Background: an optimization exercise with open tools, aiming at small area, a short achievable clock period and few clock cycles per item. Do not read the settings as production practice. The RTL was checked by simulation tests, not by an equivalence proof against the original design. Power figures rest on the tool's default switching activity, not on a simulated workload.

[flow/design.v]
module dtl_hdr_codec (
    input  wire         clk,
    input  wire         rst,
    input  wire         cmd_valid,
    output wire         cmd_ready,
    input  wire         cmd_op,        
    input  wire         cmd_scr_en,    
    input  wire [11:0]  b_plen,
    input  wire [11:0]  b_seq,
    input  wire [3:0]   b_mod,
    input  wire [3:0]   b_fec,
    input  wire [7:0]   b_flen,
    input  wire [7:0]   b_cwid,
    input  wire [13:0]  b_off,
    input  wire [13:0]  b_short,
    input  wire [3:0]   b_emod,
    input  wire [3:0]   b_efec,
    input  wire [767:0] hdr_in,
    output wire         res_valid,
    output wire [95:0]  hdr_out,       
    output wire         res_ok,        
    output wire [11:0]  r_plen,
    output wire [11:0]  r_seq,
    output wire [3:0]   r_mod,
    output wire [3:0]   r_fec,
    output wire [7:0]   r_flen,
    output wire [7:0]   r_cwid,
    output wire [13:0]  r_off,
    output wire [13:0]  r_short,
    output wire [3:0]   r_emod,
    output wire [3:0]   r_efec
);
    localparam HB = 96;
    localparam [95:0] SCR_SEQ = 96'h542de72b306d746440934f70;
    reg [HB-1:0] body_bits;    
    reg [HB-1:0] sign_bits;    
    integer k;
    always @* begin
        body_bits = {HB{1'b0}};
        for (k = 0; k < 12; k = k + 1) body_bits[ 0 + k] = b_plen [11 - k];
        for (k = 0; k < 12; k = k + 1) body_bits[12 + k] = b_seq  [11 - k];
        for (k = 0; k < 4;  k = k + 1) body_bits[24 + k] = b_mod  [3 - k];
        for (k = 0; k < 4;  k = k + 1) body_bits[28 + k] = b_fec  [3 - k];
        for (k = 0; k < 8;  k = k + 1) body_bits[32 + k] = b_flen [7 - k];
        for (k = 0; k < 8;  k = k + 1) body_bits[40 + k] = b_cwid [7 - k];
        for (k = 0; k < 14; k = k + 1) body_bits[48 + k] = b_off  [13 - k];
        for (k = 0; k < 14; k = k + 1) body_bits[62 + k] = b_short[13 - k];
        for (k = 0; k < 4;  k = k + 1) body_bits[76 + k] = b_emod [3 - k];
        for (k = 0; k < 4;  k = k + 1) body_bits[80 + k] = b_efec [3 - k];
    end
    always @* begin
        for (k = 0; k < HB; k = k + 1) sign_bits[k] = hdr_in[8*k + 7];
    end
    assign cmd_ready = 1'b1;
    wire [83:0] a_m;
    genvar gi;
    generate
        for (gi = 0; gi < 84; gi = gi + 1) begin : g_sel
            dtl_mux2 u_m (.s(cmd_op), .a(body_bits[gi]), .b(sign_bits[gi]), .y(a_m[gi]));
        end
    endgenerate
    wire [83:0] a_d;
    assign a_d[0] = a_m[0];
    assign a_d[1] = a_m[1];
    assign a_d[2] = a_m[2];
    assign a_d[3] = a_m[3];
    dtl_xor2 u_s4 (.a(a_m[4]), .b(cmd_scr_en), .y(a_d[4]));
    dtl_xor2 u_s5 (.a(a_m[5]), .b(cmd_scr_en), .y(a_d[5]));
    dtl_xor2 u_s6 (.a(a_m[6]), .b(cmd_scr_en), .y(a_d[6]));
    dtl_xor2 u_z7 (.a(a_m[7]), .b(a_m[39]), .y(a_d[7]));
    dtl_xor2 u_z8 (.a(a_m[8]), .b(a_m[53]), .y(a_d[8]));
    dtl_xor2 u_s9 (.a(a_m[9]), .b(cmd_scr_en), .y(a_d[9]));
    dtl_xor2 u_s10 (.a(a_m[10]), .b(cmd_scr_en), .y(a_d[10]));
    dtl_xor2 u_s11 (.a(a_m[11]), .b(cmd_scr_en), .y(a_d[11]));
    assign a_d[12] = a_m[12];
    assign a_d[13] = a_m[13];
    dtl_xor2 u_s14 (.a(a_m[14]), .b(cmd_scr_en), .y(a_d[14]));
    dtl_xor2 u_z15 (.a(a_m[15]), .b(a_m[2]), .y(a_d[15]));
    dtl_xor2 u_s16 (.a(a_m[16]), .b(cmd_scr_en), .y(a_d[16]));
    dtl_xor2 u_s17 (.a(a_m[17]), .b(cmd_scr_en), .y(a_d[17]));
    assign a_d[18] = a_m[18];
    dtl_xor2 u_z19 (.a(a_m[19]), .b(a_m[13]), .y(a_d[19]));
    dtl_xor2 u_s20 (.a(a_m[20]), .b(cmd_scr_en), .y(a_d[20]));
    assign a_d[21] = a_m[21];
    assign a_d[22] = a_m[22];
    dtl_xor2 u_s23 (.a(a_m[23]), .b(cmd_scr_en), .y(a_d[23]));
    assign a_d[24] = a_m[24];
    assign a_d[25] = a_m[25];
    assign a_d[26] = a_m[26];
    assign a_d[27] = a_m[27];
    assign a_d[28] = a_m[28];
    dtl_xor2 u_z29 (.a(a_m[29]), .b(a_m[25]), .y(a_d[29]));
    dtl_xor2 u_z30 (.a(a_m[30]), .b(a_m[74]), .y(a_d[30]));
    dtl_xor2 u_z31 (.a(a_m[31]), .b(a_m[35]), .y(a_d[31]));
    dtl_xor2 u_z32 (.a(a_m[32]), .b(a_m[43]), .y(a_d[32]));
    dtl_xor2 u_z33 (.a(a_m[33]), .b(a_m[81]), .y(a_d[33]));
    dtl_xor2 u_z34 (.a(a_m[34]), .b(a_m[69]), .y(a_d[34]));
    assign a_d[35] = a_m[35];
    assign a_d[36] = a_m[36];
    dtl_xor2 u_s37 (.a(a_m[37]), .b(cmd_scr_en), .y(a_d[37]));
    dtl_xor2 u_s38 (.a(a_m[38]), .b(cmd_scr_en), .y(a_d[38]));
    assign a_d[39] = a_m[39];
    assign a_d[40] = a_m[40];
    dtl_xor2 u_z41 (.a(a_m[41]), .b(a_m[3]), .y(a_d[41]));
    dtl_xor2 u_s42 (.a(a_m[42]), .b(cmd_scr_en), .y(a_d[42]));
    assign a_d[43] = a_m[43];
    dtl_xor2 u_s44 (.a(a_m[44]), .b(cmd_scr_en), .y(a_d[44]));
    dtl_xor2 u_s45 (.a(a_m[45]), .b(cmd_scr_en), .y(a_d[45]));
    dtl_xor2 u_z46 (.a(a_m[46]), .b(a_m[73]), .y(a_d[46]));
    assign a_d[47] = a_m[47];
    dtl_xor2 u_s48 (.a(a_m[48]), .b(cmd_scr_en), .y(a_d[48]));
    dtl_xor2 u_z49 (.a(a_m[49]), .b(a_m[58]), .y(a_d[49]));
    dtl_xor2 u_z50 (.a(a_m[50]), .b(a_m[5]), .y(a_d[50]));
    dtl_xor2 u_z51 (.a(a_m[51]), .b(a_m[6]), .y(a_d[51]));
    assign a_d[52] = a_m[52];
    dtl_xor2 u_s53 (.a(a_m[53]), .b(cmd_scr_en), .y(a_d[53]));
    dtl_xor2 u_s54 (.a(a_m[54]), .b(cmd_scr_en), .y(a_d[54]));
    dtl_xor2 u_z55 (.a(a_m[55]), .b(a_m[71]), .y(a_d[55]));
    assign a_d[56] = a_m[56];
    dtl_xor2 u_z57 (.a(a_m[57]), .b(a_m[24]), .y(a_d[57]));
    assign a_d[58] = a_m[58];
    assign a_d[59] = a_m[59];
    dtl_xor2 u_z60 (.a(a_m[60]), .b(a_m[4]), .y(a_d[60]));
    dtl_xor2 u_s61 (.a(a_m[61]), .b(cmd_scr_en), .y(a_d[61]));
    dtl_xor2 u_z62 (.a(a_m[62]), .b(a_m[40]), .y(a_d[62]));
    dtl_xor2 u_z63 (.a(a_m[63]), .b(a_m[70]), .y(a_d[63]));
    dtl_xor2 u_z64 (.a(a_m[64]), .b(a_m[42]), .y(a_d[64]));
    dtl_xor2 u_z65 (.a(a_m[65]), .b(a_m[48]), .y(a_d[65]));
    dtl_xor2 u_z66 (.a(a_m[66]), .b(a_m[21]), .y(a_d[66]));
    dtl_xor2 u_z67 (.a(a_m[67]), .b(a_m[72]), .y(a_d[67]));
    dtl_xor2 u_z68 (.a(a_m[68]), .b(a_m[75]), .y(a_d[68]));
    dtl_xor2 u_s69 (.a(a_m[69]), .b(cmd_scr_en), .y(a_d[69]));
    assign a_d[70] = a_m[70];
    assign a_d[71] = a_m[71];
    dtl_xor2 u_s72 (.a(a_m[72]), .b(cmd_scr_en), .y(a_d[72]));
    dtl_xor2 u_s73 (.a(a_m[73]), .b(cmd_scr_en), .y(a_d[73]));
    dtl_xor2 u_s74 (.a(a_m[74]), .b(cmd_scr_en), .y(a_d[74]));
    assign a_d[75] = a_m[75];
    dtl_xor2 u_z76 (.a(a_m[76]), .b(a_m[0]), .y(a_d[76]));
    dtl_xor2 u_s77 (.a(a_m[77]), .b(cmd_scr_en), .y(a_d[77]));
    dtl_xor2 u_s78 (.a(a_m[78]), .b(cmd_scr_en), .y(a_d[78]));
    dtl_xor2 u_s79 (.a(a_m[79]), .b(cmd_scr_en), .y(a_d[79]));
    dtl_xor2 u_z80 (.a(a_m[80]), .b(a_m[38]), .y(a_d[80]));
    assign a_d[81] = a_m[81];
    dtl_xor2 u_s82 (.a(a_m[82]), .b(cmd_scr_en), .y(a_d[82]));
    dtl_xor2 u_z83 (.a(a_m[83]), .b(a_m[37]), .y(a_d[83]));
    wire [7:0] u_d;
    assign u_d[0] = (cmd_op & (sign_bits[88])) ^ (cmd_scr_en & !cmd_op);
    assign u_d[1] = (cmd_op & (sign_bits[89]));
    assign u_d[2] = (cmd_op & (sign_bits[84] ^ sign_bits[90])) ^ cmd_scr_en;
    assign u_d[3] = (cmd_op & (sign_bits[84] ^ sign_bits[85] ^ sign_bits[91])) ^ cmd_scr_en;
    assign u_d[4] = (cmd_op & (sign_bits[84] ^ sign_bits[85] ^ sign_bits[86] ^ sign_bits[92]));
    assign u_d[5] = (cmd_op & (sign_bits[85] ^ sign_bits[86] ^ sign_bits[87] ^ sign_bits[93])) ^ (cmd_scr_en & cmd_op);
    assign u_d[6] = (cmd_op & (sign_bits[86] ^ sign_bits[87] ^ sign_bits[94])) ^ cmd_scr_en;
    assign u_d[7] = (cmd_op & (sign_bits[87] ^ sign_bits[95])) ^ (cmd_scr_en & !cmd_op);
    reg        a_v;
    reg [83:0] a_y;
    reg [7:0]  a_u;
    reg        a_en;
    always @(posedge clk) begin
        if (rst) a_v <= 1'b0;
        else     a_v <= cmd_valid;
        a_y  <= a_d;
        a_u  <= u_d;
        a_en <= cmd_scr_en;
    end
    wire [83:0] y;
    assign y[0] = a_y[0];
    assign y[1] = a_y[1];
    assign y[2] = a_y[2];
    assign y[3] = a_y[3];
    assign y[4] = a_y[4];
    assign y[5] = a_y[5];
    assign y[6] = a_y[6];
    dtl_xor2 u_r7 (.a(a_y[7]), .b(a_y[39]), .y(y[7]));
    dtl_xor2 u_r8 (.a(a_y[8]), .b(a_y[53]), .y(y[8]));
    assign y[9] = a_y[9];
    assign y[10] = a_y[10];
    assign y[11] = a_y[11];
    assign y[12] = a_y[12];
    assign y[13] = a_y[13];
    assign y[14] = a_y[14];
    dtl_xor2 u_r15 (.a(a_y[15]), .b(a_y[2]), .y(y[15]));
    assign y[16] = a_y[16];
    assign y[17] = a_y[17];
    assign y[18] = a_y[18];
    dtl_xor2 u_r19 (.a(a_y[19]), .b(a_y[13]), .y(y[19]));
    assign y[20] = a_y[20];
    assign y[21] = a_y[21];
    assign y[22] = a_y[22];
    assign y[23] = a_y[23];
    assign y[24] = a_y[24];
    assign y[25] = a_y[25];
    assign y[26] = a_y[26];
    assign y[27] = a_y[27];
    assign y[28] = a_y[28];
    dtl_xor2 u_r29 (.a(a_y[29]), .b(a_y[25]), .y(y[29]));
    dtl_xor2 u_r30 (.a(a_y[30]), .b(a_y[74]), .y(y[30]));
    dtl_xor2 u_r31 (.a(a_y[31]), .b(a_y[35]), .y(y[31]));
    dtl_xor2 u_r32 (.a(a_y[32]), .b(a_y[43]), .y(y[32]));
    dtl_xor2 u_r33 (.a(a_y[33]), .b(a_y[81]), .y(y[33]));
    dtl_xor2 u_r34 (.a(a_y[34]), .b(a_y[69]), .y(y[34]));
    assign y[35] = a_y[35];
    assign y[36] = a_y[36];
    assign y[37] = a_y[37];
    assign y[38] = a_y[38];
    assign y[39] = a_y[39];
    assign y[40] = a_y[40];
    dtl_xor2 u_r41 (.a(a_y[41]), .b(a_y[3]), .y(y[41]));
    assign y[42] = a_y[42];
    assign y[43] = a_y[43];
    assign y[44] = a_y[44];
    assign y[45] = a_y[45];
    dtl_xor2 u_r46 (.a(a_y[46]), .b(a_y[73]), .y(y[46]));
    assign y[47] = a_y[47];
    assign y[48] = a_y[48];
    dtl_xor2 u_r49 (.a(a_y[49]), .b(a_y[58]), .y(y[49]));
    dtl_xor2 u_r50 (.a(a_y[50]), .b(a_y[5]), .y(y[50]));
    dtl_xor2 u_r51 (.a(a_y[51]), .b(a_y[6]), .y(y[51]));
    assign y[52] = a_y[52];
    assign y[53] = a_y[53];
    assign y[54] = a_y[54];
    dtl_xor2 u_r55 (.a(a_y[55]), .b(a_y[71]), .y(y[55]));
    assign y[56] = a_y[56];
    dtl_xor2 u_r57 (.a(a_y[57]), .b(a_y[24]), .y(y[57]));
    assign y[58] = a_y[58];
    assign y[59] = a_y[59];
    dtl_xor2 u_r60 (.a(a_y[60]), .b(a_y[4]), .y(y[60]));
    assign y[61] = a_y[61];
    dtl_xor2 u_r62 (.a(a_y[62]), .b(a_y[40]), .y(y[62]));
    dtl_xor2 u_r63 (.a(a_y[63]), .b(a_y[70]), .y(y[63]));
    dtl_xor2 u_r64 (.a(a_y[64]), .b(a_y[42]), .y(y[64]));
    dtl_xor2 u_r65 (.a(a_y[65]), .b(a_y[48]), .y(y[65]));
    dtl_xor2 u_r66 (.a(a_y[66]), .b(a_y[21]), .y(y[66]));
    dtl_xor2 u_r67 (.a(a_y[67]), .b(a_y[72]), .y(y[67]));
    dtl_xor2 u_r68 (.a(a_y[68]), .b(a_y[75]), .y(y[68]));
    assign y[69] = a_y[69];
    assign y[70] = a_y[70];
    assign y[71] = a_y[71];
    assign y[72] = a_y[72];
    assign y[73] = a_y[73];
    assign y[74] = a_y[74];
    assign y[75] = a_y[75];
    dtl_xor2 u_r76 (.a(a_y[76]), .b(a_y[0]), .y(y[76]));
    assign y[77] = a_y[77];
    assign y[78] = a_y[78];
    assign y[79] = a_y[79];
    dtl_xor2 u_r80 (.a(a_y[80]), .b(a_y[38]), .y(y[80]));
    assign y[81] = a_y[81];
    assign y[82] = a_y[82];
    dtl_xor2 u_r83 (.a(a_y[83]), .b(a_y[37]), .y(y[83]));
    wire n0;
    dtl_xor2 u_n0 (.a(a_y[44]), .b(a_y[7]), .y(n0));
    wire n1;
    dtl_xor2 u_n1 (.a(a_y[27]), .b(a_y[41]), .y(n1));
    wire n2;
    dtl_xor2 u_n2 (.a(a_y[26]), .b(a_y[59]), .y(n2));
    wire n3;
    dtl_xor2 u_n3 (.a(a_y[22]), .b(a_y[36]), .y(n3));
    wire n4;
    dtl_xor2 u_n4 (.a(a_y[12]), .b(a_y[23]), .y(n4));
    wire n5;
    dtl_xor2 u_n5 (.a(a_y[28]), .b(a_y[57]), .y(n5));
    wire n6;
    dtl_xor2 u_n6 (.a(a_y[1]), .b(a_y[54]), .y(n6));
    wire n7;
    dtl_xor2 u_n7 (.a(a_y[19]), .b(a_y[37]), .y(n7));
    wire n8;
    dtl_xor2 u_n8 (.a(a_y[38]), .b(a_y[83]), .y(n8));
    wire n9;
    dtl_xor2 u_n9 (.a(a_y[20]), .b(a_y[82]), .y(n9));
    wire n10;
    dtl_xor2 u_n10 (.a(a_y[48]), .b(a_y[79]), .y(n10));
    wire n11;
    dtl_xor2 u_n11 (.a(a_y[18]), .b(a_y[52]), .y(n11));
    wire n12;
    dtl_xor2 u_n12 (.a(a_y[64]), .b(a_y[71]), .y(n12));
    wire n13;
    dtl_xor2 u_n13 (.a(a_y[14]), .b(a_y[39]), .y(n13));
    wire n14;
    dtl_xor2 u_n14 (.a(a_y[10]), .b(a_y[57]), .y(n14));
    wire n15;
    dtl_xor2 u_n15 (.a(a_y[45]), .b(a_y[50]), .y(n15));
    wire n16;
    dtl_xor2 u_n16 (.a(a_y[13]), .b(a_y[30]), .y(n16));
    wire n17;
    dtl_xor2 u_n17 (.a(a_y[15]), .b(a_y[29]), .y(n17));
    wire n18;
    dtl_xor2 u_n18 (.a(a_y[46]), .b(a_y[68]), .y(n18));
    wire n19;
    dtl_xor2 u_n19 (.a(a_y[47]), .b(a_y[73]), .y(n19));
    wire n20;
    dtl_xor2 u_n20 (.a(a_y[65]), .b(a_y[75]), .y(n20));
    wire n21;
    dtl_xor2 u_n21 (.a(a_y[34]), .b(a_y[76]), .y(n21));
    wire n22;
    dtl_xor2 u_n22 (.a(a_y[23]), .b(a_y[56]), .y(n22));
    wire n23;
    dtl_xor2 u_n23 (.a(a_y[77]), .b(a_y[9]), .y(n23));
    wire n24;
    dtl_xor2 u_n24 (.a(a_y[17]), .b(a_y[31]), .y(n24));
    wire n25;
    dtl_xor2 u_n25 (.a(a_y[32]), .b(a_y[81]), .y(n25));
    wire n26;
    dtl_xor2 u_n26 (.a(a_y[16]), .b(a_y[24]), .y(n26));
    wire n27;
    dtl_xor2 u_n27 (.a(a_y[51]), .b(a_y[55]), .y(n27));
    wire n28;
    dtl_xor2 u_n28 (.a(a_y[11]), .b(a_y[67]), .y(n28));
    wire n29;
    dtl_xor2 u_n29 (.a(a_y[53]), .b(a_y[66]), .y(n29));
    wire n30;
    dtl_xor2 u_n30 (.a(a_y[74]), .b(a_y[80]), .y(n30));
    wire n31;
    dtl_xor2 u_n31 (.a(a_y[58]), .b(a_y[63]), .y(n31));
    wire n32;
    dtl_xor2 u_n32 (.a(a_y[49]), .b(a_y[70]), .y(n32));
    wire n33;
    dtl_xor2 u_n33 (.a(a_y[43]), .b(a_y[72]), .y(n33));
    wire n34;
    dtl_xor2 u_n34 (.a(a_y[5]), .b(a_y[61]), .y(n34));
    wire n35;
    dtl_xor2 u_n35 (.a(a_y[6]), .b(a_y[8]), .y(n35));
    wire n36;
    dtl_xor2 u_n36 (.a(a_y[42]), .b(a_y[60]), .y(n36));
    wire n37;
    dtl_xor2 u_n37 (.a(a_y[2]), .b(a_y[3]), .y(n37));
    wire n38;
    dtl_xor2 u_n38 (.a(a_y[62]), .b(a_y[78]), .y(n38));
    wire n39;
    dtl_xor2 u_n39 (.a(a_y[35]), .b(a_y[40]), .y(n39));
    wire n40;
    dtl_xor2 u_n40 (.a(a_y[0]), .b(a_y[33]), .y(n40));
    wire n41;
    dtl_xor2 u_n41 (.a(a_y[65]), .b(a_y[21]), .y(n41));
    wire n42;
    dtl_xor2 u_n42 (.a(a_y[8]), .b(a_y[19]), .y(n42));
    wire n43;
    dtl_xor2 u_n43 (.a(a_y[45]), .b(a_y[60]), .y(n43));
    wire n44;
    dtl_xor2 u_n44 (.a(a_u[0]), .b(a_y[25]), .y(n44));
    wire n45;
    dtl_xor2 u_n45 (.a(a_y[55]), .b(a_y[41]), .y(n45));
    wire n46;
    dtl_xor2 u_n46 (.a(a_y[44]), .b(a_u[1]), .y(n46));
    wire n47;
    dtl_xor2 u_n47 (.a(a_y[61]), .b(a_y[33]), .y(n47));
    wire n48;
    dtl_xor2 u_n48 (.a(a_y[66]), .b(a_y[4]), .y(n48));
    wire n49;
    dtl_xor2 u_n49 (.a(a_y[50]), .b(a_y[83]), .y(n49));
    wire n50;
    dtl_xor2 u_n50 (.a(a_y[82]), .b(a_y[21]), .y(n50));
    wire n51;
    dtl_xor2 u_n51 (.a(a_y[15]), .b(a_u[2]), .y(n51));
    wire n52;
    dtl_xor2 u_n52 (.a(a_y[67]), .b(a_y[47]), .y(n52));
    wire n53;
    dtl_xor2 u_n53 (.a(a_y[51]), .b(a_y[14]), .y(n53));
    wire n54;
    dtl_xor2 u_n54 (.a(a_y[22]), .b(a_y[1]), .y(n54));
    wire n55;
    dtl_xor2 u_n55 (.a(a_y[77]), .b(a_y[25]), .y(n55));
    wire n56;
    dtl_xor2 u_n56 (.a(a_u[3]), .b(a_y[63]), .y(n56));
    wire n57;
    dtl_xor2 u_n57 (.a(a_y[11]), .b(a_y[7]), .y(n57));
    wire n58;
    dtl_xor2 u_n58 (.a(a_y[16]), .b(a_y[52]), .y(n58));
    wire n59;
    dtl_xor2 u_n59 (.a(a_y[26]), .b(a_y[32]), .y(n59));
    wire n60;
    dtl_xor2 u_n60 (.a(a_y[36]), .b(a_u[4]), .y(n60));
    wire n61;
    dtl_xor2 u_n61 (.a(a_y[49]), .b(a_y[4]), .y(n61));
    wire n62;
    dtl_xor2 u_n62 (.a(a_y[76]), .b(a_y[17]), .y(n62));
    wire n63;
    dtl_xor2 u_n63 (.a(a_y[18]), .b(a_u[5]), .y(n63));
    wire n64;
    dtl_xor2 u_n64 (.a(a_y[62]), .b(a_y[30]), .y(n64));
    wire n65;
    dtl_xor2 u_n65 (.a(a_y[29]), .b(a_y[79]), .y(n65));
    wire n66;
    dtl_xor2 u_n66 (.a(a_y[9]), .b(a_y[64]), .y(n66));
    wire n67;
    dtl_xor2 u_n67 (.a(a_y[46]), .b(a_y[69]), .y(n67));
    wire n68;
    dtl_xor2 u_n68 (.a(a_y[78]), .b(a_u[6]), .y(n68));
    wire n69;
    dtl_xor2 u_n69 (.a(a_y[34]), .b(a_y[27]), .y(n69));
    wire n70;
    dtl_xor2 u_n70 (.a(a_y[80]), .b(a_y[56]), .y(n70));
    wire n71;
    dtl_xor2 u_n71 (.a(a_u[7]), .b(a_y[31]), .y(n71));
    wire n72;
    dtl_xor2 u_n72 (.a(a_y[20]), .b(a_y[59]), .y(n72));
    wire n73;
    dtl_xor2 u_n73 (.a(a_y[1]), .b(a_y[68]), .y(n73));
    wire n74;
    dtl_xor2 u_n74 (.a(n2), .b(n3), .y(n74));
    wire n75;
    dtl_xor2 u_n75 (.a(n6), .b(n9), .y(n75));
    wire n76;
    dtl_xor2 u_n76 (.a(n0), .b(n12), .y(n76));
    wire n77;
    dtl_xor2 u_n77 (.a(n1), .b(n31), .y(n77));
    wire n78;
    dtl_xor2 u_n78 (.a(n34), .b(n5), .y(n78));
    wire n79;
    dtl_xor2 u_n79 (.a(n17), .b(n4), .y(n79));
    wire n80;
    dtl_xor2 u_n80 (.a(n13), .b(n32), .y(n80));
    wire n81;
    dtl_xor2 u_n81 (.a(n22), .b(n8), .y(n81));
    wire n82;
    dtl_xor2 u_n82 (.a(n1), .b(n36), .y(n82));
    wire n83;
    dtl_xor2 u_n83 (.a(n15), .b(n26), .y(n83));
    wire n84;
    dtl_xor2 u_n84 (.a(n40), .b(n7), .y(n84));
    wire n85;
    dtl_xor2 u_n85 (.a(n16), .b(n27), .y(n85));
    wire n86;
    dtl_xor2 u_n86 (.a(n25), .b(n28), .y(n86));
    wire n87;
    dtl_xor2 u_n87 (.a(n11), .b(n19), .y(n87));
    wire n88;
    dtl_xor2 u_n88 (.a(n0), .b(n20), .y(n88));
    wire n89;
    dtl_xor2 u_n89 (.a(n14), .b(n29), .y(n89));
    wire n90;
    dtl_xor2 u_n90 (.a(n41), .b(n3), .y(n90));
    wire n91;
    dtl_xor2 u_n91 (.a(n39), .b(n5), .y(n91));
    wire n92;
    dtl_xor2 u_n92 (.a(n37), .b(n43), .y(n92));
    wire n93;
    dtl_xor2 u_n93 (.a(n44), .b(n30), .y(n93));
    wire n94;
    dtl_xor2 u_n94 (.a(n21), .b(n42), .y(n94));
    wire n95;
    dtl_xor2 u_n95 (.a(n18), .b(n46), .y(n95));
    wire n96;
    dtl_xor2 u_n96 (.a(n39), .b(n45), .y(n96));
    wire n97;
    dtl_xor2 u_n97 (.a(n48), .b(n49), .y(n97));
    wire n98;
    dtl_xor2 u_n98 (.a(n47), .b(n23), .y(n98));
    wire n99;
    dtl_xor2 u_n99 (.a(a_y[10]), .b(n51), .y(n99));
    wire n100;
    dtl_xor2 u_n100 (.a(n38), .b(n21), .y(n100));
    wire n101;
    dtl_xor2 u_n101 (.a(n50), .b(n52), .y(n101));
    wire n102;
    dtl_xor2 u_n102 (.a(n56), .b(n58), .y(n102));
    wire n103;
    dtl_xor2 u_n103 (.a(n33), .b(n10), .y(n103));
    wire n104;
    dtl_xor2 u_n104 (.a(n53), .b(n18), .y(n104));
    wire n105;
    dtl_xor2 u_n105 (.a(n55), .b(n57), .y(n105));
    wire n106;
    dtl_xor2 u_n106 (.a(n54), .b(n24), .y(n106));
    wire n107;
    dtl_xor2 u_n107 (.a(n30), .b(n61), .y(n107));
    wire n108;
    dtl_xor2 u_n108 (.a(n38), .b(n60), .y(n108));
    wire n109;
    dtl_xor2 u_n109 (.a(n59), .b(n35), .y(n109));
    wire n110;
    dtl_xor2 u_n110 (.a(n62), .b(a_y[69]), .y(n110));
    wire n111;
    dtl_xor2 u_n111 (.a(n63), .b(n23), .y(n111));
    wire n112;
    dtl_xor2 u_n112 (.a(n6), .b(n65), .y(n112));
    wire n113;
    dtl_xor2 u_n113 (.a(n35), .b(n2), .y(n113));
    wire n114;
    dtl_xor2 u_n114 (.a(n33), .b(n64), .y(n114));
    wire n115;
    dtl_xor2 u_n115 (.a(n68), .b(n66), .y(n115));
    wire n116;
    dtl_xor2 u_n116 (.a(n24), .b(n67), .y(n116));
    wire n117;
    dtl_xor2 u_n117 (.a(n70), .b(n72), .y(n117));
    wire n118;
    dtl_xor2 u_n118 (.a(n10), .b(n37), .y(n118));
    wire n119;
    dtl_xor2 u_n119 (.a(n69), .b(n73), .y(n119));
    wire n120;
    dtl_xor2 u_n120 (.a(n4), .b(n71), .y(n120));
    wire n121;
    dtl_xor2 u_n121 (.a(n77), .b(n88), .y(n121));
    wire n122;
    dtl_xor2 u_n122 (.a(n81), .b(n82), .y(n122));
    wire n123;
    dtl_xor2 u_n123 (.a(n75), .b(n80), .y(n123));
    wire n124;
    dtl_xor2 u_n124 (.a(n76), .b(n87), .y(n124));
    wire n125;
    dtl_xor2 u_n125 (.a(n74), .b(n85), .y(n125));
    wire n126;
    dtl_xor2 u_n126 (.a(n93), .b(n92), .y(n126));
    wire n127;
    dtl_xor2 u_n127 (.a(n90), .b(n86), .y(n127));
    wire n128;
    dtl_xor2 u_n128 (.a(n91), .b(n94), .y(n128));
    wire n129;
    dtl_xor2 u_n129 (.a(n96), .b(n95), .y(n129));
    wire n130;
    dtl_xor2 u_n130 (.a(n97), .b(n74), .y(n130));
    wire n131;
    dtl_xor2 u_n131 (.a(n98), .b(n79), .y(n131));
    wire n132;
    dtl_xor2 u_n132 (.a(n99), .b(n83), .y(n132));
    wire n133;
    dtl_xor2 u_n133 (.a(n101), .b(n100), .y(n133));
    wire n134;
    dtl_xor2 u_n134 (.a(n106), .b(n103), .y(n134));
    wire n135;
    dtl_xor2 u_n135 (.a(n102), .b(n78), .y(n135));
    wire n136;
    dtl_xor2 u_n136 (.a(n104), .b(n105), .y(n136));
    wire n137;
    dtl_xor2 u_n137 (.a(n79), .b(n110), .y(n137));
    wire n138;
    dtl_xor2 u_n138 (.a(n108), .b(n78), .y(n138));
    wire n139;
    dtl_xor2 u_n139 (.a(n107), .b(n109), .y(n139));
    wire n140;
    dtl_xor2 u_n140 (.a(n114), .b(n111), .y(n140));
    wire n141;
    dtl_xor2 u_n141 (.a(n113), .b(n84), .y(n141));
    wire n142;
    dtl_xor2 u_n142 (.a(n83), .b(n112), .y(n142));
    wire n143;
    dtl_xor2 u_n143 (.a(n89), .b(n86), .y(n143));
    wire n144;
    dtl_xor2 u_n144 (.a(n116), .b(n115), .y(n144));
    wire n145;
    dtl_xor2 u_n145 (.a(n84), .b(n120), .y(n145));
    wire n146;
    dtl_xor2 u_n146 (.a(n119), .b(n89), .y(n146));
    wire n147;
    dtl_xor2 u_n147 (.a(n117), .b(n118), .y(n147));
    wire n148;
    dtl_xor2 u_n148 (.a(n127), .b(n123), .y(n148));
    wire n149;
    dtl_xor2 u_n149 (.a(n128), .b(n126), .y(n149));
    wire n150;
    dtl_xor2 u_n150 (.a(n131), .b(n123), .y(n150));
    wire n151;
    dtl_xor2 u_n151 (.a(n129), .b(n130), .y(n151));
    wire n152;
    dtl_xor2 u_n152 (.a(n132), .b(n133), .y(n152));
    wire n153;
    dtl_xor2 u_n153 (.a(n122), .b(n125), .y(n153));
    wire n154;
    dtl_xor2 u_n154 (.a(n135), .b(n134), .y(n154));
    wire n155;
    dtl_xor2 u_n155 (.a(n136), .b(n122), .y(n155));
    wire n156;
    dtl_xor2 u_n156 (.a(n138), .b(n124), .y(n156));
    wire n157;
    dtl_xor2 u_n157 (.a(n139), .b(n137), .y(n157));
    wire n158;
    dtl_xor2 u_n158 (.a(n141), .b(n142), .y(n158));
    wire n159;
    dtl_xor2 u_n159 (.a(n121), .b(n140), .y(n159));
    wire n160;
    dtl_xor2 u_n160 (.a(n144), .b(n143), .y(n160));
    wire n161;
    dtl_xor2 u_n161 (.a(n125), .b(n121), .y(n161));
    wire n162;
    dtl_xor2 u_n162 (.a(n147), .b(n146), .y(n162));
    wire n163;
    dtl_xor2 u_n163 (.a(n124), .b(n145), .y(n163));
    wire n164;
    dtl_xor2 u_n164 (.a(n149), .b(n148), .y(n164));
    wire n165;
    dtl_xor2 u_n165 (.a(n150), .b(n151), .y(n165));
    wire n166;
    dtl_xor2 u_n166 (.a(n152), .b(n153), .y(n166));
    wire n167;
    dtl_xor2 u_n167 (.a(n155), .b(n154), .y(n167));
    wire n168;
    dtl_xor2 u_n168 (.a(n156), .b(n157), .y(n168));
    wire n169;
    dtl_xor2 u_n169 (.a(n158), .b(n159), .y(n169));
    wire n170;
    dtl_xor2 u_n170 (.a(n160), .b(n161), .y(n170));
    wire n171;
    dtl_xor2 u_n171 (.a(n163), .b(n162), .y(n171));
    wire [7:0] t = {n171, n170, n169, n168, n167, n166, n165, n164};
    wire [3:0] ok_a;
    wire [1:0] ok_b;
    wire       ok;
    dtl_nor2  u_ok_a0 (.a(t[0]), .b(t[1]), .y(ok_a[0]));
    dtl_nor2  u_ok_a1 (.a(t[2]), .b(t[3]), .y(ok_a[1]));
    dtl_nor2  u_ok_a2 (.a(t[4]), .b(t[5]), .y(ok_a[2]));
    dtl_nor2  u_ok_a3 (.a(t[6]), .b(t[7]), .y(ok_a[3]));
    dtl_nand2 u_ok_b0 (.a(ok_a[0]), .b(ok_a[1]), .y(ok_b[0]));
    dtl_nand2 u_ok_b1 (.a(ok_a[2]), .b(ok_a[3]), .y(ok_b[1]));
    dtl_nor2  u_ok_c  (.a(ok_b[0]), .b(ok_b[1]), .y(ok));
    reg          b_v;
    reg [83:0]   b_y;
    reg          b_r85;         
    reg [7:0]    b_t;
    reg          b_ok;
    always @(posedge clk) begin
        if (rst) b_v <= 1'b0;
        else     b_v <= a_v;
        b_y   <= y;
        b_r85 <= a_en;
        b_t   <= t;
        b_ok  <= ok;
    end
    assign res_valid = b_v;
    assign hdr_out   = {b_t, 2'b00, b_r85, 1'b0, b_y};
    assign res_ok    = b_ok;
    genvar g;
    generate
        for (g = 0; g < 12; g = g + 1) begin : g_plen
            assign r_plen[11 - g] = b_y[ 0 + g];
            assign r_seq [11 - g] = b_y[12 + g];
        end
        for (g = 0; g < 4; g = g + 1) begin : g_id
            assign r_mod [3 - g] = b_y[24 + g];
            assign r_fec [3 - g] = b_y[28 + g];
            assign r_emod[3 - g] = b_y[76 + g];
            assign r_efec[3 - g] = b_y[80 + g];
        end
        for (g = 0; g < 8; g = g + 1) begin : g_byte
            assign r_flen[7 - g] = b_y[32 + g];
            assign r_cwid[7 - g] = b_y[40 + g];
        end
        for (g = 0; g < 14; g = g + 1) begin : g_wide
            assign r_off  [13 - g] = b_y[48 + g];
            assign r_short[13 - g] = b_y[62 + g];
        end
    endgenerate
endmodule
module dtl_mux2 (input wire s, input wire a, input wire b, output wire y);
    assign y = s ? b : a;
endmodule
module dtl_nor2 (input wire a, input wire b, output wire y);
    assign y = ~(a | b);
endmodule
module dtl_nand2 (input wire a, input wire b, output wire y);
    assign y = ~(a & b);
endmodule
module dtl_xor2 (input wire a, input wire b, output wire y);
    assign y = a ^ b;
endmodule
[flow/flow/run.sh]
#!/bin/bash
# The standard layout, with these changes to how it is made:
#  - the port buffers are made from the smallest buffer cell (buf_1);
#  - the pins of each header bit sit side by side (flow/io.tcl);
#  - clock tree synthesis adds no dummy loads;
#  - the port buffers of the CRC and check outputs are buf_4 (flow/outbuf.tcl);
#  - after floorplan, every combinational cell is set to the smallest drive
#    strength of its footprint, so that the later timing repair sizes up
#    only what the timing needs.
# Each tool's output goes to a log of its own in the work folder.
set -euo pipefail
cd "$(dirname "$0")/.."
W=$PWD
R=$W/orfs/results/${FLOW_PLATFORM:-sky130hd}/dtl_hdr_codec/base
PB="BUFFER_PORTS_ARGS=-buffer_cell sky130_fd_sc_hd__buf_1"
IO="PRE_IO_PLACEMENT_TCL=$W/flow/io.tcl"
CTS="CTS_ARGS=-sink_clustering_enable -repair_clock_nets -dont_use_dummy_load"
bash standard.sh "$PB" "$IO" floorplan > flow_make_floorplan.log 2>&1
RESULTS=$R openroad -no_init -exit flow/downsize.tcl > flow_downsize.log 2>&1
bash standard.sh "$PB" "$IO" place > flow_make_place.log 2>&1
RESULTS=$R openroad -no_init -exit flow/outbuf.tcl > flow_outbuf.log 2>&1
bash standard.sh "$PB" "$IO" "$CTS" finish > flow_make_finish.log 2>&1
[flow/flow/downsize.tcl]
# Set every combinational cell of 2_floorplan.odb to the smallest drive
# strength (_1) of its footprint. Registers, clock cells and tie cells stay.
set lib $::env(FLOW_HOME)/platforms/sky130hd/lib/sky130_fd_sc_hd__tt_025C_1v80.lib
read_liberty $lib
read_db $::env(RESULTS)/2_floorplan.odb
set db [ord::get_db]
set n 0
foreach inst [[ord::get_db_block] getInsts] {
  set m [[$inst getMaster] getName]
  if {![regexp {^(sky130_fd_sc_hd__[a-z0-9]+)_([0-9]+)$} $m -> base size]} { continue }
  if {$size == 1} { continue }
  if {[regexp {__(df|sdf|edf|dl|clk|conb|tap|fill|decap|diode|probe|lpflow)} $base]} { continue }
  set target ${base}_1
  set tm [$db findMaster $target]
  if {$tm == "NULL" || $tm == ""} { continue }
  puts "downsize [$inst getName] $m -> $target"
  $inst swapMaster $tm
  incr n
}
puts "downsized $n cells"
write_db $::env(RESULTS)/2_floorplan.odb
[flow/flow/io.tcl]
# Pin order: each header bit's sample sign, field input and both outputs side
# by side, bits in order around the die, in the middle part of each edge.
set_io_pin_constraint -group -order -region bottom:60-240 -pin_names {hdr_in[7] b_plen[11] hdr_out[0] r_plen[11] hdr_in[15] b_plen[10] hdr_out[1] r_plen[10] hdr_in[23] b_plen[9] hdr_out[2] r_plen[9] hdr_in[31] b_plen[8] hdr_out[3] r_plen[8] hdr_in[39] b_plen[7] hdr_out[4] r_plen[7] hdr_in[47] b_plen[6] hdr_out[5] r_plen[6] hdr_in[55] b_plen[5] hdr_out[6] r_plen[5] hdr_in[63] b_plen[4] hdr_out[7] r_plen[4] hdr_in[71] b_plen[3] hdr_out[8] r_plen[3] hdr_in[79] b_plen[2] hdr_out[9] r_plen[2] hdr_in[87] b_plen[1] hdr_out[10] r_plen[1] hdr_in[95] b_plen[0] hdr_out[11] r_plen[0] hdr_in[103] b_seq[11] hdr_out[12] r_seq[11] hdr_in[111] b_seq[10] hdr_out[13] r_seq[10] hdr_in[119] b_seq[9] hdr_out[14] r_seq[9] hdr_in[127] b_seq[8] hdr_out[15] r_seq[8] hdr_in[135] b_seq[7] hdr_out[16] r_seq[7] hdr_in[143] b_seq[6] hdr_out[17] r_seq[6] hdr_in[151] b_seq[5] hdr_out[18] r_seq[5] hdr_in[159] b_seq[4] hdr_out[19] r_seq[4] hdr_in[167] b_seq[3] hdr_out[20] r_seq[3] hdr_in[679] hdr_out[84] hdr_in[687] hdr_out[85] hdr_in[695] hdr_out[86] cmd_op cmd_scr_en}
set_io_pin_constraint -group -order -region right:60-240 -pin_names {hdr_in[175] b_seq[2] hdr_out[21] r_seq[2] hdr_in[183] b_seq[1] hdr_out[22] r_seq[1] hdr_in[191] b_seq[0] hdr_out[23] r_seq[0] hdr_in[199] b_mod[3] hdr_out[24] r_mod[3] hdr_in[207] b_mod[2] hdr_out[25] r_mod[2] hdr_in[215] b_mod[1] hdr_out[26] r_mod[1] hdr_in[223] b_mod[0] hdr_out[27] r_mod[0] hdr_in[231] b_fec[3] hdr_out[28] r_fec[3] hdr_in[239] b_fec[2] hdr_out[29] r_fec[2] hdr_in[247] b_fec[1] hdr_out[30] r_fec[1] hdr_in[255] b_fec[0] hdr_out[31] r_fec[0] hdr_in[263] b_flen[7] hdr_out[32] r_flen[7] hdr_in[271] b_flen[6] hdr_out[33] r_flen[6] hdr_in[279] b_flen[5] hdr_out[34] r_flen[5] hdr_in[287] b_flen[4] hdr_out[35] r_flen[4] hdr_in[295] b_flen[3] hdr_out[36] r_flen[3] hdr_in[303] b_flen[2] hdr_out[37] r_flen[2] hdr_in[311] b_flen[1] hdr_out[38] r_flen[1] hdr_in[319] b_flen[0] hdr_out[39] r_flen[0] hdr_in[327] b_cwid[7] hdr_out[40] r_cwid[7] hdr_in[335] b_cwid[6] hdr_out[41] r_cwid[6] hdr_in[703] hdr_out[87] hdr_in[711] hdr_out[88] hdr_in[719] hdr_out[89] cmd_valid rst}
set_io_pin_constraint -group -order -region top:60-240 -pin_names {hdr_in[343] b_cwid[5] hdr_out[42] r_cwid[5] hdr_in[351] b_cwid[4] hdr_out[43] r_cwid[4] hdr_in[359] b_cwid[3] hdr_out[44] r_cwid[3] hdr_in[367] b_cwid[2] hdr_out[45] r_cwid[2] hdr_in[375] b_cwid[1] hdr_out[46] r_cwid[1] hdr_in[383] b_cwid[0] hdr_out[47] r_cwid[0] hdr_in[391] b_off[13] hdr_out[48] r_off[13] hdr_in[399] b_off[12] hdr_out[49] r_off[12] hdr_in[407] b_off[11] hdr_out[50] r_off[11] hdr_in[415] b_off[10] hdr_out[51] r_off[10] hdr_in[423] b_off[9] hdr_out[52] r_off[9] hdr_in[431] b_off[8] hdr_out[53] r_off[8] hdr_in[439] b_off[7] hdr_out[54] r_off[7] hdr_in[447] b_off[6] hdr_out[55] r_off[6] hdr_in[455] b_off[5] hdr_out[56] r_off[5] hdr_in[463] b_off[4] hdr_out[57] r_off[4] hdr_in[471] b_off[3] hdr_out[58] r_off[3] hdr_in[479] b_off[2] hdr_out[59] r_off[2] hdr_in[487] b_off[1] hdr_out[60] r_off[1] hdr_in[495] b_off[0] hdr_out[61] r_off[0] hdr_in[503] b_short[13] hdr_out[62] r_short[13] hdr_in[727] hdr_out[90] hdr_in[735] hdr_out[91] hdr_in[743] hdr_out[92] clk res_ok}
set_io_pin_constraint -group -order -region left:60-240 -pin_names {hdr_in[511] b_short[12] hdr_out[63] r_short[12] hdr_in[519] b_short[11] hdr_out[64] r_short[11] hdr_in[527] b_short[10] hdr_out[65] r_short[10] hdr_in[535] b_short[9] hdr_out[66] r_short[9] hdr_in[543] b_short[8] hdr_out[67] r_short[8] hdr_in[551] b_short[7] hdr_out[68] r_short[7] hdr_in[559] b_short[6] hdr_out[69] r_short[6] hdr_in[567] b_short[5] hdr_out[70] r_short[5] hdr_in[575] b_short[4] hdr_out[71] r_short[4] hdr_in[583] b_short[3] hdr_out[72] r_short[3] hdr_in[591] b_short[2] hdr_out[73] r_short[2] hdr_in[599] b_short[1] hdr_out[74] r_short[1] hdr_in[607] b_short[0] hdr_out[75] r_short[0] hdr_in[615] b_emod[3] hdr_out[76] r_emod[3] hdr_in[623] b_emod[2] hdr_out[77] r_emod[2] hdr_in[631] b_emod[1] hdr_out[78] r_emod[1] hdr_in[639] b_emod[0] hdr_out[79] r_emod[0] hdr_in[647] b_efec[3] hdr_out[80] r_efec[3] hdr_in[655] b_efec[2] hdr_out[81] r_efec[2] hdr_in[663] b_efec[1] hdr_out[82] r_efec[1] hdr_in[671] b_efec[0] hdr_out[83] r_efec[0] hdr_in[751] hdr_out[93] hdr_in[759] hdr_out[94] hdr_in[767] hdr_out[95] res_valid cmd_ready}
[flow/flow/outbuf.tcl]
# Give the output ports fed from the CRC / check registers a buf_4 as their
# port buffer (buffer_ports made them buf_1): those registers sit by the CRC
# network, far from their pins.
set lib $::env(FLOW_HOME)/platforms/sky130hd/lib/sky130_fd_sc_hd__tt_025C_1v80.lib
read_liberty $lib
read_db $::env(RESULTS)/3_place.odb
set db [ord::get_db]
set block [ord::get_db_block]
set m4 [$db findMaster sky130_fd_sc_hd__buf_4]
set ports {res_ok}
for {set k 88} {$k < 96} {incr k} { lappend ports "hdr_out\[$k\]" }
foreach p $ports {
  set bt [$block findBTerm $p]
  if {$bt == "NULL"} { continue }
  set net [$bt getNet]
  foreach it [$net getITerms] {
    set inst [$it getInst]
    set mn [[$inst getMaster] getName]
    if {[$it isOutputSignal] && [string match "sky130_fd_sc_hd__buf_*" $mn]} {
      puts "upsize [$inst getName] $mn -> sky130_fd_sc_hd__buf_4 (drives $p)"
      $inst swapMaster $m4
    }
  }
}
write_db $::env(RESULTS)/3_place.odb
[flow/standard.sh]
#!/bin/bash
# synth_recipe.tcl (not shown) runs the flow's synth.tcl, then flattens the netlist and writes it again
# the make line also repeats each setting of config.mk as NAME=value (left out here)
make -C /OpenROAD-flow-scripts/flow DESIGN_CONFIG=/design/flow/config.mk WORK_HOME=/design/flow/orfs CLKGATE_MAP_FILE= SYNTH_SCRIPT=/design/flow/synth_recipe.tcl "${@:-finish}"
[flow/config.mk]
export PLATFORM = sky130hd
export DESIGN_NAME = dtl_hdr_codec
export DESIGN_NICKNAME = dtl_hdr_codec
export VERILOG_FILES = /design/flow/design.v
export SDC_FILE = /design/flow/constraint.sdc
export NUM_CORES = 4
export LEC_CHECK = 0
export CAP_MARGIN = 20
export CORE_AREA = 10 10 290 290
export DIE_AREA = 0 0 300 300
export PLACE_DENSITY = 0.7
export SETUP_SLACK_MARGIN = 2.9
export SLEW_MARGIN = 20
export SYNTH_HIERARCHICAL = 1
export SYNTH_MINIMUM_KEEP_SIZE = 0
export TNS_END_PERCENT = 60
[flow/constraint.sdc]
create_clock -name core_clock -period 5.0 [get_ports {clk}]
set_input_delay 1.0000 -clock core_clock [delete_from_list [all_inputs] [get_ports {clk}]]
set_output_delay 1.0000 -clock core_clock [all_outputs]
set_load 0.01 [all_outputs]
==> qor.csv, run 1 <==
metric;value;unit
clock_latency;0.48;ns
instances_no_fill;1992;
die_area;90000;µm²
hold_viol;0;
crit_fanout;3;
drc_errors;0;
ioPinCount;1040;
cts_tree;built;
power.leakage;3.94;nW
n_fill_cell;8849;
cts_buffers;17;
rsz0062_at_grt;yes;
cts_sinks;189;
clockBufferDepth;2;
ys_ff_latch;189;
syn_inst;652;
dp_cells;1969;
initial_utilization;10.6;%
hpwl;34400;µm
setup-violations-final;0;
clk_pin_slew;0.07;ns
synth_area;8220;µm²
drt-vias-per-instance;2.62;
finalCriticalPeriod;2.09;ns
ant_nets;0;
drive_above_1_share;14.0;%
tightest_slew;0.597;ns
postPlaceCellArea;9930;µm²
fmaxAchievable;478;MHz
final_core_util;13.8;%
hp-class;reg2reg;
postSynthAreaPerCell;12.6;µm²
die_x;300;µm
htree_num_levels;4;
core;77600;µm²
final_area;10700;µm²
required;5.35;ns
grt_pass1_wl;49400;µm
finalPower;5.32;mW
rows;102;
path_class;reg2reg;
fin_nets;1809;
place_congestion;0.868;
grt_pass1_vias;5733;
finClkSkew;0.0265;ns
slew_violations;0;
drt_first_pass_iters;4;
power_density;498;nW/µm²
ys_warn_count;7;
status;timing/DRC/antenna clean;
setup_tns;0;ns
synthDistinctLibCells;16;
crit_path_end_kind;flip-flop;
grt_max_degree;94;
cap_violations;0;
start_kind;flip-flop;
max-vdd-ir-drop;280;µV
grt_overflow;0;
relSlewSlack;60.2;%
drtIter0Drc;248;
ctsHoldBuffers;0;
timing.final.ws_setup;2.91;ns
via_count;5222;
routed_wirelength;38900;µm
period_share;41.8;%
clock-root-buffer;clkbuf_16;
die_y;300;µm
crit_arrival;2.44;ns
yosysSeqAreaShare;46.1;%
numPortBuffers;363;
wl_per_cell;19.5;µm
area_growth;30.1;%
grtUsageTotal;8.44;%
whs;0.328;ns
antenna_found_initial;14;
post-place-ws;2.45;ns
worst max-delay path, cell delays in order, from the launching register on:
cell,delay [ns]
dfxtp_1,0.52
xor2_1,0.22
xor2_1,0.31
xor2_1,0.20
xor2_1,0.21
xor2_1,0.32
nor2_1,0.07
nand2_1,0.06
nor2_1,0.05
metal layers:
metal | GRT usage, % | up-vias | part of all wire [%]
met2 | 14.0 | 256 | 47
met4 | 2.71 | 0 | 2.2
met3 | 2.75 | 29 | 7.9
met1 | 10.2 | 2392 | 43
li1 | - | 2545 | -
met5 | 0 | - | 0
power breakdown:
part | internal, mW | total, mW | switching [mW]
logic | 0.832 | 2.07 | 1.24
registers | 1.79 | 2.10 | 0.306
clock network | 0.590 | 1.15 | 0.564
total | 3.21 | 5.32 | 2.11
placed cells by master, fill, tap and decap left out, drive strengths merged:
cell type  netlist  layout
xnor2            7       7
diode            0       2
xor2           258     258
xnor3            1       1
xor3             2       2
mux2            85      85
and2             2       2
clkbuf           1      20
buf             90     367
nand2            5       5
dfxtp          189     189
nor2b            3       3
nor2             6       6
conb             2       4
a21oi            1       1
Yosys stat by module (local to each module, per instance):
module	flops+latches	area, µm²
dtl_hdr_codec	189	4690
dtl_mux2	0	15.0
dtl_xor2	0	8.76
dtl_nand2	0	3.75
dtl_nor2	0	3.75
cells in the mapped netlist (all sizes together):
cell | n | area [µm²]
a21oi | 1 | 5.00
and2 | 2 | 12.5
buf | 90 | 679
clkbuf | 1 | 3.75
conb | 2 | 7.51
dfxtp | 189 | 3780
mux2 | 85 | 1270
nand2 | 5 | 18.8
nor2 | 6 | 22.5
nor2b | 3 | 18.8
xnor2 | 7 | 61.3
xnor3 | 1 | 22.5
xor2 | 258 | 2260
xor3 | 2 | 47.6
cell type report:
type	instances	area [µm²]	share of cell area (%)
clock buffers	17	425	3.98
repair buffers	370	1490	14.0
diodes	2	5.00	0.0468
multi-input cells	374	3590	33.6
well taps	1040	1300	12.2
flip-flops and latches	189	3880	36.3
cells by family (layout without fill, tap and decap cells):
kind of cell / Yosys count / after routing / share of synthesized area, %
XOR/XNOR: 268 / 268 / 29.1
flip-flops: 189 / 189 / 46.1
buffers and inverters: 91 / 387 / 8.32
multiplexers: 85 / 85 / 15.5
AND/OR/NAND/NOR: 16 / 16 / 0.883
other: 2 / 6 / 0.0914
AO/OA/AOI/OAI: 1 / 1 / 0.0609
worst paths after layout:
kind | startpoint | endpoint | slack, ns | cells past startpoint
worst min-delay path | a_en | b_r85 | 0.33 | 0
worst min register to register | a_en | b_r85 | 0.33 | 0
worst max-delay path | a_y[67] | b_ok | 2.91 | 8
worst max register to register | a_y[67] | b_ok | 2.91 | 8
sequential cells by signal, summed over array words and instances (netlist names):
name and flops:
a_en 1, a_u 8, a_y 84, b_y 84, a_v 1, b_r85 1
b_v 1, b_t 8, b_ok 1
repair_timing:
action / 4_1_cts / 5_1_grt
setup endpoints to repair: 72 / 32
pin swaps: 1 / 6
setup buffers: 0 / 4
resized for setup: 61 / 45
Testbench counts, summed over its fixed seeds: cycles 976, items 960.
==> run 2, diff against run 1 <==
--- a/flow/config.mk
+++ b/flow/config.mk
@@ -14,3 +14,3 @@
 export SYNTH_HIERARCHICAL = 1
 export SYNTH_MINIMUM_KEEP_SIZE = 0
-export TNS_END_PERCENT = 60
+export TNS_END_PERCENT = 30
==> run 2 against run 1 <==
Against the previous run:
- still clean
- via count barely moved
- fmax fell by 0.83%
- die area did not move
- first-iteration DRC count fell by 0.40%
- worst hold slack barely moved
- register-to-register slack barely moved
- largest cell class unchanged
==> qor.csv, run 2 <==
metric;value;unit
drive_above_1_share;12.9;%
relSlewSlack;60.2;%
clock-root-buffer;clkbuf_16;
grt_overflow;0;
initial_utilization;10.6;%
via_count;5220;
cp_cell_sequence;buf_1;
worst-r2r-cell-count;8;
grt_pass1_vias;5733;
async_flop_share;0;%
rsz0062_at_grt;yes;
timing.final.ws_setup;2.89;ns
cts_buffers;17;
hold_end;b_r85;
largestRegisters;a_y x84, b_y x84;
drc_errors;0;
syn_inst;652;
required;4.00;ns
period_share;42.2;%
crit_buf_inv;1;
hp-start;a_en;
slew_violations;0;
drt-vias-per-instance;2.62;
synthDistinctLibCells;16;
ys_warn_count;7;
synth_top_cell_by_area;dfxtp_1;
worstHoldPathCells;0;
grtUsageTotal;8.44;%
core;77600;µm²
die_area;90000;µm²
tightest_slew;0.597;ns
postPlaceCellArea;9930;µm²
post-place-ws;2.45;ns
r2r_slack;2.91;ns
ioPinCount;1040;
cts_tree;built;
hpwl;34400;µm
numPortBuffers;363;
crit_family;flip-flops;
status;timing/DRC/antenna clean;
r2r-end;b_ok;
instances_no_fill;1992;
place_congestion;0.868;
grt_pass1_wl;49400;µm
hold_viol;0;
area_growth;29.9;%
n_fill_cell;8851;
drt_first_pass_iters;4;
wl_per_cell;19.5;µm
die_y;300;µm
crit_path_end_kind;output port;
cap_violations;0;
multi_input_area;3590;µm²
yosys-top-cells-count;258 x xor2_1, 189 x dfxtp_1, 89 x buf_4;
crit_arrival;1.11;ns
setup-violations-final;0;
final_area;10700;µm²
htree_num_levels;4;
hp-class;reg2reg;
cp_slowest_stage_delay;0.44;ns
finalCriticalPeriod;2.11;ns
clock_latency;0.48;ns
yosysSeqAreaShare;46.1;%
routed_wirelength;38900;µm
mostFrequentLayoutCells;333 x buf_1, 240 x xor2_1, 138 x dfxtp_1, 85 x mux2_1, 45 x dfxtp_2;
antenna_found_initial;14;
finClkSkew;0.0265;ns
path_class;reg2out;
clk_pin_slew;0.07;ns
start_kind;flip-flop;
finalPower;5.32;mW
max-vdd-ir-drop;280;µV
final_common_cell;buf_1;
rows;102;
ant_nets;0;
power.leakage;3.95;nW
cts_sinks;189;
ctsHoldBuffers;0;
seq_area;3860;µm²
yosysTopAreaCellShare;46.1;%
synth_edf_count;0;
drtIter0Drc;247;
die_x;300;µm
synth_area_leaders;dfxtp_1 46%, xor2_1 28%, mux2_4 15%;
fmaxAchievable;474;MHz
ys.flop_type;dfxtp_1;
setup_tns;0;ns
fin_nets;1809;
crit_fanout;2;
postSynthAreaPerCell;12.6;µm²
crit_slowest_cell;dfxtp_1;
yosysMostFrequentCell;xor2_1;
ys_ff_latch;189;
dp_cells;1969;
power_density;498;nW/µm²
grt_max_degree;94;
rr_startpoint;a_y[67];
synth_area;8220;µm²
clockBufferDepth;2;
-- run 2: per-stage QoR --
step                      hold WS [ns]  utilization (%)
after floorplan                  0.310                -
after global placement           0.312             12.8
after detailed placement         0.314             12.8
after CTS                        0.330             13.5
after global routing             0.350             13.7
final                            0.328             13.8
-- run 2: per-module statistics from Yosys (local to each module, per instance) --
module	cell area (µm²)	cells inside	flops+latches	times used
dtl_mux2	15.0	1	0	84
dtl_xor2	8.76	1	0	256
dtl_nor2	3.75	1	0	5
dtl_hdr_codec	4690	305	189	1
dtl_nand2	3.75	1	0	2
-- run 2: logic make-up (layout without fill, tap and decap cells) --
logic type / Yosys count / in the layout / synth area share, %
AO/OA/AOI/OAI: 1 / 1 / 0.0609
XOR/XNOR: 268 / 268 / 29.1
buffers and inverters: 91 / 387 / 8.32
flip-flops: 189 / 189 / 46.1
multiplexers: 85 / 85 / 15.5
other: 2 / 6 / 0.0914
AND/OR/NAND/NOR: 16 / 16 / 0.883
-- run 2: timing repair --
action	in CTS	in global routing
pin swaps	1	6
setup endpoints to repair	72	50
setup buffers	0	4
gates resized for setup	49	47
-- run 2: worst max path at each step --
| stage | end | cells past startpoint | start |
|---|---|---|---|
| after floorplan | a_u[5] | 4 | cmd_scr_en |
| after global placement | a_y[32] | 4 | cmd_op |
| after detailed placement | a_y[8] | 4 | cmd_op |
| after CTS | b_ok | 8 | a_y[23] |
| after global routing | b_ok | 8 | a_y[27] |
| final | r_emod[3] | 1 | b_y[76] |
-- run 2: area by class of cell --
class	count	area share, %
diodes	2	0.0469
clock buffers	17	3.99
repair buffers	370	14.0
multi-input cells	374	33.6
flip-flops and latches	189	36.2
well taps	1040	12.2
-- run 2: power breakdown --
group / internal [mW] / leakage [nW] / switching (mW)
Combinational: 0.832 / 2.14 / 1.24
Sequential: 1.79 / 1.60 / 0.307
Clock: 0.590 / 0.210 / 0.563
-- run 2: layer usage --
| metal | GRT usage, % | wire [µm] |
|---|---|---|
| met1 | 10.2 | 16800 |
| met4 | 2.71 | 842 |
| met3 | 2.75 | 2950 |
| met2 | 14.0 | 18300 |
| met5 | 0 | 0 |

==> static timing again, ports no longer ideal <==
Ports are ideal in the flow. The routed layouts listed here were re-timed in OpenROAD.
Step 1: set_driving_cell puts a clkbuf_16 on clk and a buf_2 on each other input, an assumption about the parent block.
Step 2 times the ports against the registers' clock, not the clock port: input delays grow and output delays shrink by t, the midpoint of the rising clock arrivals with the driver on.
Slacks: ideal ports / drivers / drivers and shift; pairs: ideal ports / drivers.
| run | t (ns) | setup slack, ns | worst hold slack (ns) | pins driven straight from the clock port |
|---|---|---|---|---|
| run 1 | 0.516 | 2.909 / 2.899 / 2.428 | 0.328 / 0.328 / 0.328 | 1 |
| run 2 | 0.516 | 2.892 / 2.842 / 2.428 | 0.328 / 0.328 / 0.328 | 1 |
After both steps every run listed still meets setup and hold. The setup slack of run 1, which loses most, moves by -0.010 ns with the drivers and by -0.481 ns with both steps.
